From an optimization exercise on the open Yosys and OpenROAD flow, aimed at small area; shortcuts taken in it are not production practice. Function was checked by simulation only, so behaviour that the tests miss may differ from the original. Power figures rest on the tool's default switching activity, not on a simulated workload.

// vtcore
module vtcore (
    input  wire        clk,
    input  wire        rst,           
    input  wire        cmd_valid,
    input  wire [31:0] cmd_data,
    output wire        cmd_ready,
    input  wire [15:0] io_base,
    output wire        port_wr,
    output wire [15:0] port_addr,
    output wire [31:0] port_wdata,
    input  wire        port_fail,
    output wire [15:0] pc,
    output wire [2:0]  fault_code,
    output wire [15:0] fault_pc,
    output wire [31:0] fault_cmd
);
export LEC_CHECK = 0
export ABC_AREA = 1
export CAP_MARGIN = 20
export CORE_MARGIN = 2
export CORE_UTILIZATION = 40
export PLACE_DENSITY = 0.6
export SLEW_MARGIN = 20
create_clock -name core_clock -period 5.0 [get_ports {clk}]
standard.sh (not shown) runs the stock make flow with config.mk's settings and CLKGATE_MAP_FILE= SYNTH_SCRIPT=/design/flow/synth_recipe.tcl, a recipe that flattens the netlist after the stock synthesis.
==> flow/flow/run.sh <==
#!/bin/bash
# ORFS layout (the standard.sh) with these changes:
#  - synthesis maps logic with an area-oriented ABC script (flow/abc_area.script);
#    everything else in the synthesis scripts is ORFS's own, so registers are unchanged
#  - port buffers use sky130_fd_sc_hd__buf_1
#  - one tie cell per constant instead of one per constant pin
#  - placement is not timing driven; synthesis buffers are removed before it
#  - clock tree built from clkbuf_4/clkbuf_8 without dummy loads
set -euo pipefail
here=$(pwd)
rm -rf "$here/orfs_scripts"
cp -r "$FLOW_HOME/scripts" "$here/orfs_scripts"
cp "$here/flow/abc_area.script" "$here/orfs_scripts/abc_area.script"
bash standard.sh synth "SCRIPTS_DIR=$here/orfs_scripts" > synth_make.log 2>&1
bash standard.sh finish \
  "SKIP_REPAIR_TIE_FANOUT=1" \
  "GPL_TIMING_DRIVEN=0" \
  "PRE_GLOBAL_PLACE_TCL=$here/flow/pre_gpl.tcl" \
  "BUFFER_PORTS_ARGS=-buffer_cell sky130_fd_sc_hd__buf_1" \
  "CTS_ARGS=-sink_clustering_enable -repair_clock_nets -dont_use_dummy_load -buf_list {sky130_fd_sc_hd__clkbuf_4 sky130_fd_sc_hd__clkbuf_8}" \
  > flow_make.log 2>&1
==> flow/flow/abc_area.script <==
strash
dc2
&get -n
&dch -f
&nf -D 50000 -R 1000
&put
strash
dc2
&get -n
&dch -f
&nf -D 50000 -R 1000
&put
==> flow/flow/pre_gpl.tcl <==
# Remove the buffers synthesis inserted (as timing-driven placement would) before
# port buffering, since placement here is not timing driven.
remove_buffers
Change:
--- a/flow/design.v
+++ b/flow/design.v
@@ -155,94 +155,100 @@
             SG_SDESEL: if (is_prog && frame != 2'd2) nx_seg = SG_SPRE; else nx_done = 1'b1;
             default:   nx_done = 1'b1;
         endcase
     end
     reg [2:0] done_fs;
     always @(*) begin
         case (op)
             4'h2:    done_fs = 3'b110;
             4'h3:    done_fs = 3'b111;
             4'h6:    done_fs = 3'b100;
             4'h8:    done_fs = 3'b011;
             4'hA:    done_fs = 3'b001;
+            4'hE:    done_fs = {~cmd_r[0], 1'b0, cmd_r[0]};
             default: done_fs = fs;
         endcase
+    end
+    wire fam_done = (state == ST_CHECK) && (op == 4'hE) && (cmd_r[27:1] == 27'd0) && (fs == 3'b000);
+    wire cmd_done = fam_done ||
+                    ((state == ST_WRITE) && !port_fail && seg == SG_LINES) ||
+                    ((state == ST_HOLD) && hold_done && nx_done);
+    always @(posedge clk)
+        hc <= (state == ST_WRITE) ? w_load : {hc[11:0], hc[12] ^ hc[11]};
+    always @(posedge clk) begin
+        if (rst) begin
+            pc_r <= 16'd0;
+            fs   <= 3'b000;
+        end else begin
+            if (cmd_done) begin
+                pc_r <= pc_r + 16'd1;
+                fs   <= done_fs;
+            end
+        end
     end
     always @(posedge clk) begin
         if (rst) begin
             state        <= ST_IDLE;
-            fs           <= 3'b000;
             fault_code_r <= 3'd0;
-            pc_r         <= 16'd0;
         end else begin
             case (state)
                 ST_IDLE: begin
-                    if (cmd_valid && !halted) begin
-                        cmd_r <= cmd_data;
-                        state <= ST_CHECK;
-                    end
+                    if (!halted) cmd_r <= cmd_data;
+                    if (cmd_valid && !halted) state <= ST_CHECK;
                 end
                 ST_CHECK: begin
                     phase <= 2'd0;
                     frame <= 2'd0;
                     ack   <= 1'b0;
                     if (dec_fault != 3'd0) begin
                         fault_code_r <= dec_fault;
                         state        <= ST_IDLE;
+                    end else if (op == 4'hE) begin
+                        state <= ST_IDLE;
                     end else begin
                         state <= ST_WRITE;
+                    end
                         case (op)
                             4'h1: seg <= SG_LINES;
                             4'h2: seg <= SG_INIT0;
                             4'h3: seg <= SG_START0;
                             4'h4: begin seg <= SG_IBIT; m <= 5'd0; end
                             4'h5: begin seg <= SG_IBIT; m <= 5'd7; end
                             4'h6: seg <= SG_STOP0;
                             4'h7: begin seg <= SG_INIT0; m <= 5'd31; end
                             4'h8: seg <= SG_SPRE;
                             4'h9: begin seg <= SG_SBIT; m <= cmd_r[20:16] - 5'd1; end
                             4'hA: seg <= SG_SDESEL;
                             4'hB, 4'hC, 4'hD: begin seg <= SG_SPRE; m <= 5'd31; end
-                            4'hE: begin
-                                fs     <= {~cmd_r[0], 1'b0, cmd_r[0]};
-                                pc_r   <= pc_r + 16'd1;
-                                state  <= ST_IDLE;
-                            end
+                            4'hE: ;
                             default: begin
                                 m <= 5'd31;
                                 seg <= fs[2] ? SG_INIT0 : SG_SPRE;
                             end
                         endcase
-                    end
                 end
                 ST_WRITE: begin
                     if (port_fail) begin
                         fault_code_r <= 3'd4;
                         state        <= ST_IDLE;
                     end else if (seg == SG_LINES) begin
-                        pc_r    <= pc_r + 16'd1;
-                        fs      <= done_fs;
-                        state   <= ST_IDLE;
+                        state <= ST_IDLE;
                     end else begin
-                        hc    <= w_load;
                         state <= ST_HOLD;
                     end
                 end
                 default: begin
-                    hc <= {hc[11:0], hc[12] ^ hc[11]};
                     if (!hold_done) begin
                     end else if (nx_done) begin
-                        pc_r    <= pc_r + 16'd1;
-                        fs      <= done_fs;
-                        state   <= ST_IDLE;
+                        state <= ST_IDLE;
                     end else begin
                         state <= ST_WRITE;
                         seg   <= nx_seg;
                         if (seg == SG_IBIT) begin
                             if (last_phase) begin
                                 phase <= 2'd0;
                                 if (ack) begin
                                     ack <= 1'b0;
                                     m   <= {m[4] & m[3] & is_prog, m[4] & m[3] & ~is_prog, 3'b111};
                                 end else if (m[2:0] == 3'd0) begin
                                     ack <= 1'b1;
                                 end else begin
@@ -251,25 +257,22 @@
                             end else begin
                                 phase <= phase + 2'd1;
                             end
                         end
                         if (seg == SG_SBIT) begin
                             if (last_phase) begin
                                 phase <= 2'd0;
                                 m <= (m == 5'd29) ? 5'd21 : m - 5'd1;
                             end else begin
                                 phase <= phase + 2'd1;
                             end
                         end
-                        if (seg == SG_SASRT || seg == SG_START1) begin
-                            phase <= 2'd0;
-                        end
                         if (seg == SG_SDESEL) begin
                             frame <= frame + 2'd1;
                             m     <= 5'd31;
                         end
                     end
                 end
             endcase
         end
     end
 endmodule
=> Setup slack improves by 0.51 ns; hold slack degrades by 0.050 ns; via count shrinks by 6.2%; synthesized cell count shrinks by 0.34%; power grows by 30%; core utilization shrinks by 3.5 points.

==> port drivers added, routing unchanged <==
Ports are ideal in the flow. The routed layouts listed here were re-timed in OpenROAD.
Step 1 (the two cells are an assumption about what drives the block):
set clk [get_ports {clk}]
set_driving_cell -lib_cell sky130_fd_sc_hd__clkbuf_16 $clk
set_driving_cell -lib_cell sky130_fd_sc_hd__buf_2 [delete_from_list [all_inputs] $clk]
Step 2, shift: input delay + t, output delay - t, t = (earliest + latest rising clock arrival at the registers) / 2. This alone moves slack from input paths to output paths.
Three values: ideal, step 1, step 2; two values: the first two.
run	shift t [ns]	setup WS [ns]	latest minus earliest clock arrival (ns)	slew at the worst register clock pin (ns)	worst slew at a driven data input, ns
the first run	0.377	0.208 / 0.208 / 0.208	0.013 / 0.014	0.08 / 0.08	0.07
the second run	0.380	0.720 / 0.720 / 0.720	0.030 / 0.029	0.08 / 0.08	0.07
After both steps setup and hold are still met in every run listed.
